What follows belongs to an exercise in optimizing a design on an open flow for small area; a production flow would make more cautious choices.
Only simulation tests tie the RTL to the original design; equivalence was not proved.

Setup of lagoon:
==> flow/design.v <==
module swpd (
    input  wire        clk,
    input  wire        rst,
    input  wire [31:0] now_us,
    input  wire        line_i,
    output wire        line_oe,
    output wire        line_o,
    input  wire [5:0]  bus_addr,
    input  wire        bus_we,
    input  wire [31:0] bus_wdata,
    output reg  [31:0] bus_rdata,
    output wire        done_o,
    output wire        busy_o
);
    reg        busy;
    reg [2:0]  code;
    reg [31:0] nt_mark;
    reg [39:0] shift;
    reg [5:0]  bit_cnt;
    reg        done;
    reg [31:0] cfg_timeout;
    reg [31:0] cfg_start_low;
    reg [31:0] cfg_release;
    reg [31:0] cfg_bit0_min;
    reg [31:0] cfg_bit0_max;
    reg [31:0] cfg_bit1_min;
    reg [31:0] cfg_bit1_max;
    wire [3:0] slot     = bus_addr[5:2];
    wire       op_ctrl  = bus_we && (slot == 4'd0);
    wire       op_start = op_ctrl && bus_wdata[0];
    wire       op_clear = op_ctrl && (bus_wdata[1:0] == 2'b10);
    function [31:0] sub32(input [31:0] a, input [31:0] nb);
        integer j;
        reg [31:0] p, g;
        reg c, r;
        begin
            p = a ^ nb;
            g = a & nb;
            c = 1'b1;
            for (j = 0; j < 32; j = j + 2) begin
                sub32[j]   = p[j] ^ c;
                r          = g[j] | (p[j] & c);
                sub32[j+1] = p[j+1] ^ r;
                c = (g[j+1] | (p[j+1] & g[j])) | (p[j+1] & p[j] & c);
            end
        end
    endfunction
    function [31:0] add32(input [31:0] a, input [31:0] nb);
        integer j;
        reg [31:0] p, g;
        reg c, r;
        begin
            p = a ^ nb;
            g = a & nb;
            c = 1'b0;
            for (j = 0; j < 32; j = j + 2) begin
                add32[j]   = p[j] ^ c;
                r          = g[j] | (p[j] & c);
                add32[j+1] = p[j+1] ^ r;
                c = (g[j+1] | (p[j+1] & g[j])) | (p[j+1] & p[j] & c);
            end
        end
    endfunction
    function cmp32(input [31:0] a, input [31:0] b, input ci);
        integer j;
        reg [31:0] p, g;
        reg c;
        begin
            g = a & ~b;
            p = a | ~b;
            c = ci;
            for (j = 0; j < 32; j = j + 4)
                c = (g[j+3] | (p[j+3] & (g[j+2] | (p[j+2] & (g[j+1] | (p[j+1] & g[j]))))))
                  | (p[j+3] & p[j+2] & p[j+1] & p[j] & c);
            cmp32 = c;
        end
    endfunction
    wire [31:0] n_elapsed = add32(nt_mark, ~now_us);
    wire [31:0] elapsed   = ~n_elapsed;
    wire        meas_low  = (code == 3'd7) && !line_i;
    wire        sel_sl    = (code == 3'd1);
    wire        sel_rel   = (code == 3'd2);
    wire        sel_tmo   = !(sel_sl | sel_rel | meas_low);
    wire [31:0] lim       = ({32{sel_sl}}   & cfg_start_low)
                          | ({32{sel_rel}}  & cfg_release)
                          | ({32{meas_low}} & cfg_bit0_min)
                          | ({32{sel_tmo}}  & cfg_timeout);
    wire        lim_hit   = !cmp32(lim, elapsed, 1'b0);
    wire        timed_out = lim_hit;
    wire        is_zero   = lim_hit && cmp32(cfg_bit0_max, elapsed, 1'b1);
    wire        is_one    = !cmp32(cfg_bit1_min, elapsed, 1'b0) && cmp32(cfg_bit1_max, elapsed, 1'b1);
    wire        malformed = !is_zero && !is_one;
    wire        last_bit  = bit_cnt[5] & bit_cnt[2] & bit_cnt[1] & bit_cnt[0];
    wire        frame_valid = !busy && (code == 3'd1);
    function [7:0] add4(input [7:0] a, input [7:0] b, input [7:0] c, input [7:0] d);
        integer i;
        reg [7:0] s1, c1, s2, c2;
        reg cy;
        begin
            s1 = a ^ b ^ c;
            c1 = {(a[6:0] & b[6:0]) | (a[6:0] & c[6:0]) | (b[6:0] & c[6:0]), 1'b0};
            s2 = s1 ^ c1 ^ d;
            c2 = {(s1[6:0] & c1[6:0]) | (s1[6:0] & d[6:0]) | (c1[6:0] & d[6:0]), 1'b0};
            cy = 1'b0;
            for (i = 0; i < 8; i = i + 1) begin
                add4[i] = s2[i] ^ c2[i] ^ cy;
                cy = (s2[i] & c2[i]) | (s2[i] & cy) | (c2[i] & cy);
            end
        end
    endfunction
    wire [7:0]  sum4        = add4(shift[39:32], shift[31:24], shift[23:16], shift[15:8]);
    wire        sum_ok      = (sum4 == shift[7:0]);
    wire        chk_ok      = frame_valid && sum_ok;
    wire [2:0]  state       = busy ? code : 3'd0;
    reg  [3:0]  result;
    reg  [2:0]  err_state;
    always @(*) begin
        result    = 4'd0;
        err_state = 3'd0;
        if (!busy) begin
            case (code)
                3'd1:       result = sum_ok ? 4'd1 : 4'd2;
                3'd2:       begin result = 4'd5; err_state = 3'd7; end
                3'd3, 3'd4, 3'd5: begin result = 4'd3; err_state = code; end
                3'd6, 3'd7: begin result = 4'd4; err_state = code; end
                default: ;
            endcase
        end
    end
    wire        err_any = !busy && (code[2] | code[1]);
    wire [5:0]  err_bit = err_any ? bit_cnt : 6'd0;
    wire        inv     = !busy && (code == 3'd2);
    assign line_oe = busy && (code == 3'd1);
    assign line_o  = 1'b0;
    assign done_o  = done;
    assign busy_o  = busy;
    wire [15:0] sel;
    genvar gk;
    generate for (gk = 0; gk < 16; gk = gk + 1) begin : g_sel
        assign sel[gk] = (slot == gk);
    end endgenerate
    wire        sel_sh = (sel[2] & frame_valid) | (sel[5] & inv);
    wire [31:0] status = {10'd0, bit_cnt, result, 1'b0, state, 3'b000,
                          line_oe, chk_ok, frame_valid, done, busy};
    always @(*) begin
        bus_rdata = ({32{sel[1]}}  & status)
                  | ({32{sel_sh}}  & shift[39:8])
                  | ({32{sel[3] & frame_valid}} & {16'd0, sum4, shift[7:0]})
                  | ({32{sel[4]}}  & {21'd0, err_state, 2'b00, err_bit})
                  | ({32{sel[6]}}  & cfg_timeout)
                  | ({32{sel[7]}}  & cfg_start_low)
                  | ({32{sel[8]}}  & cfg_release)
                  | ({32{sel[9]}}  & cfg_bit0_min)
                  | ({32{sel[10]}} & cfg_bit0_max)
                  | ({32{sel[11]}} & cfg_bit1_min)
                  | ({32{sel[12]}} & cfg_bit1_max);
    end
    wire        cfg_wr = bus_we && !busy;
    wire [31:0] w_lo   = bus_wdata & {32{~rst}};
    wire [31:0] w_hi   = bus_wdata | {32{rst}};
    function [31:0] rv(input [31:0] r);
        integer i;
        for (i = 0; i < 32; i = i + 1)
            rv[i] = r[i] ? w_hi[i] : w_lo[i];
    endfunction
    always @(posedge clk) begin
        if (rst || (cfg_wr && slot == 4'd6))  cfg_timeout   <= rv(32'd1000);
        if (rst || (cfg_wr && slot == 4'd7))  cfg_start_low <= rv(32'd18000);
        if (rst || (cfg_wr && slot == 4'd8))  cfg_release   <= rv(32'd30);
        if (rst || (cfg_wr && slot == 4'd9))  cfg_bit0_min  <= rv(32'd40);
        if (rst || (cfg_wr && slot == 4'd10)) cfg_bit0_max  <= rv(32'd50);
        if (rst || (cfg_wr && slot == 4'd11)) cfg_bit1_min  <= rv(32'd65);
        if (rst || (cfg_wr && slot == 4'd12)) cfg_bit1_max  <= rv(32'd75);
    end
    wire meas_edge = busy && (code == 3'd7) && !line_i;
    always @(posedge clk) begin
        if (!busy) begin
            nt_mark <= now_us;
        end else begin
            case (code)
                3'd1, 3'd2: if (lim_hit) nt_mark <= now_us;
                3'd3, 3'd5: if (!line_i) nt_mark <= now_us;
                3'd4, 3'd6: if (line_i)  nt_mark <= now_us;
                default:    if (!line_i) nt_mark <= now_us;
            endcase
        end
        if (meas_edge) begin
            shift[7:0]  <= {shift[6:0], !is_zero};
            shift[39:8] <= malformed ? elapsed : shift[38:7];
        end
    end
    always @(posedge clk) begin
        if (rst) begin
            busy          <= 1'b0;
            code          <= 3'd0;
            bit_cnt       <= 6'd0;
            done          <= 1'b0;
        end else begin
            if (op_clear)
                done <= 1'b0;
            if (!busy) begin
                if (op_start) begin
                    busy    <= 1'b1;
                    code    <= 3'd1;
                    bit_cnt <= 6'd0;
                    done    <= 1'b0;
                end
            end else begin
                case (code)
                    3'd1: if (lim_hit) code <= 3'd2;
                    3'd2: if (lim_hit) code <= 3'd3;
                    3'd3, 3'd4, 3'd5, 3'd6: begin
                        if (line_i == (code == 3'd4 || code == 3'd6))
                            code <= code + 3'd1;
                        else if (timed_out) begin
                            busy <= 1'b0;
                            done <= 1'b1;
                        end
                    end
                    default: begin  
                        if (!line_i) begin
                            if (malformed) begin
                                busy <= 1'b0;
                                code <= 3'd2;
                                done <= 1'b1;
                            end else begin
                                bit_cnt <= bit_cnt + 6'd1;
                                if (last_bit) begin
                                    busy <= 1'b0;
                                    code <= 3'd1;
                                    done <= 1'b1;
                                end else
                                    code <= 3'd6;
                            end
                        end else if (timed_out) begin
                            busy <= 1'b0;
                            done <= 1'b1;
                        end
                    end
                endcase
            end
        end
    end
endmodule
==> flow/config.mk <==
export PLATFORM = sky130hd
export DESIGN_NAME = swpd
export DESIGN_NICKNAME = swpd
export VERILOG_FILES = /design/flow/design.v
export SDC_FILE = /design/flow/constraint.sdc
export NUM_CORES = 4
export LEC_CHECK = 0
export ABC_AREA = 1
export CAP_MARGIN = 20
export CORE_MARGIN = 2
export CORE_UTILIZATION = 60
export PLACE_DENSITY = 0.7
export SLEW_MARGIN = 20
==> flow/constraint.sdc <==
create_clock -name core_clock -period 12.0 [get_ports {clk}]
set_input_delay 2.4000 -clock core_clock [delete_from_list [all_inputs] [get_ports {clk}]]
set_output_delay 2.4000 -clock core_clock [all_outputs]
set_load 0.01 [all_outputs]
standard.sh (not shown) runs the stock make flow with config.mk's settings and CLKGATE_MAP_FILE= SYNTH_SCRIPT=/design/flow/synth_recipe.tcl, a recipe that flattens the netlist after the stock synthesis.
==> flow/flow/run.sh <==
#!/bin/bash
# Own layout flow: the standard flow (standard.sh, unchanged synthesis
# script and register mapping) with these changes to how the layout is made:
#   * the ABC technology-mapping script is area-oriented (flow/abc_area.script)
#   * the port buffers are the smallest buffer cell
#   * clock tree: larger sink clusters, no dummy loads.
# Every tool's output stays in ORFS's own logs under orfs/logs; make's output
# goes to make.log here.
set -euo pipefail
W=$(pwd)
rm -rf "$W/scripts_own"
cp -r "$FLOW_HOME/scripts" "$W/scripts_own"
cp "$W/flow/abc_area.script" "$W/scripts_own/abc_area.script"
bash "$W/standard.sh" \
  SCRIPTS_DIR="$W/scripts_own" \
  BUFFER_PORTS_ARGS="-buffer_cell sky130_fd_sc_hd__buf_1" \
  CTS_ARGS="-sink_clustering_enable -repair_clock_nets -sink_clustering_size 15 -sink_clustering_max_diameter 150 -buf_list sky130_fd_sc_hd__clkbuf_8 -dont_use_dummy_load" \
  finish > "$W/make.log" 2>&1
==> flow/flow/abc_area.script <==
&get -n
&st
&dch
&nf
&st
&syn2
&dch
&nf
&st
&syn2
&dch
&nf
&put
topo
stime -c
The following lists how garnet was set up differently from lagoon:
diff --git a/flow/design.v b/flow/design.v
--- a/flow/design.v
+++ b/flow/design.v
@@ -43,26 +43,10 @@
                 sub32[j+1] = p[j+1] ^ r;
                 c = (g[j+1] | (p[j+1] & g[j])) | (p[j+1] & p[j] & c);
             end
         end
     endfunction
-    function [31:0] add32(input [31:0] a, input [31:0] nb);
-        integer j;
-        reg [31:0] p, g;
-        reg c, r;
-        begin
-            p = a ^ nb;
-            g = a & nb;
-            c = 1'b0;
-            for (j = 0; j < 32; j = j + 2) begin
-                add32[j]   = p[j] ^ c;
-                r          = g[j] | (p[j] & c);
-                add32[j+1] = p[j+1] ^ r;
-                c = (g[j+1] | (p[j+1] & g[j])) | (p[j+1] & p[j] & c);
-            end
-        end
-    endfunction
     function cmp32(input [31:0] a, input [31:0] b, input ci);
         integer j;
         reg [31:0] p, g;
         reg c;
         begin
@@ -73,12 +57,11 @@
                 c = (g[j+3] | (p[j+3] & (g[j+2] | (p[j+2] & (g[j+1] | (p[j+1] & g[j]))))))
                   | (p[j+3] & p[j+2] & p[j+1] & p[j] & c);
             cmp32 = c;
         end
     endfunction
-    wire [31:0] n_elapsed = add32(nt_mark, ~now_us);
-    wire [31:0] elapsed   = ~n_elapsed;
+    wire [31:0] elapsed   = sub32(now_us, nt_mark);
     wire        meas_low  = (code == 3'd7) && !line_i;
     wire        sel_sl    = (code == 3'd1);
     wire        sel_rel   = (code == 3'd2);
     wire        sel_tmo   = !(sel_sl | sel_rel | meas_low);
     wire [31:0] lim       = ({32{sel_sl}}   & cfg_start_low)
@@ -173,17 +156,17 @@
         if (rst || (cfg_wr && slot == 4'd12)) cfg_bit1_max  <= rv(32'd75);
     end
     wire meas_edge = busy && (code == 3'd7) && !line_i;
     always @(posedge clk) begin
         if (!busy) begin
-            nt_mark <= now_us;
+            nt_mark <= ~now_us;
         end else begin
             case (code)
-                3'd1, 3'd2: if (lim_hit) nt_mark <= now_us;
-                3'd3, 3'd5: if (!line_i) nt_mark <= now_us;
-                3'd4, 3'd6: if (line_i)  nt_mark <= now_us;
-                default:    if (!line_i) nt_mark <= now_us;
+                3'd1, 3'd2: if (lim_hit) nt_mark <= ~now_us;
+                3'd3, 3'd5: if (!line_i) nt_mark <= ~now_us;
+                3'd4, 3'd6: if (line_i)  nt_mark <= ~now_us;
+                default:    if (!line_i) nt_mark <= ~now_us;
             endcase
         end
         if (meas_edge) begin
             shift[7:0]  <= {shift[6:0], !is_zero};
             shift[39:8] <= malformed ? elapsed : shift[38:7];
Notes after the runs:
Changes observed in garnet relative to lagoon: total number of cells along the worst setup path up 3, final worst slack up 0.25 ns, non-clock inverter total of the final layout up 12.
Taking lagoon as the reference, in garnet area growth from synthesis to layout stayed essentially flat; met1 wire length moved up; wire length went up 0.32%.
The higher simple-gate area share of the yosys netlist of lagoon and garnet is in garnet.
Compared with lagoon, placement density in the core of garnet is higher.
garnet has final clock period utilization by the worst path below what lagoon had.

-- separate check: timing with driven ports --
The flow's constraints put no driver on any port. The routed layouts listed below were extracted and timed again, unchanged, in two steps. Step 1 (the two cells are an assumption about what drives the block):
set clk [get_ports {clk}]
set_driving_cell -lib_cell sky130_fd_sc_hd__clkbuf_16 $clk
set_driving_cell -lib_cell sky130_fd_sc_hd__buf_2 [delete_from_list [all_inputs] $clk]
Step 2 also shifts input and output timing later by t, the mid clock arrival at the registers, as if the neighbouring blocks saw the same clock. a / b / c = ideal ports / drivers / drivers and shift; a / b = the first two.
| run | shift t [ns] | setup WS [ns] | hold WS [ns] | clock arrival spread, ns | pins driven straight from the clock port |
|---|---|---|---|---|---|
| lagoon | 0.616 | 1.597 / 1.619 / 1.003 | 0.517 / 0.517 / 0.517 | 0.040 / 0.040 | 1 |
| garnet | 0.627 | 1.846 / 1.870 / 1.244 | 0.533 / 0.533 / 0.533 | 0.052 / 0.053 | 1 |
After both steps setup and hold are still met in every run listed. For garnet, which loses most, drivers alone change the setup slack by +0.024 ns; drivers and shift together by -0.602 ns.
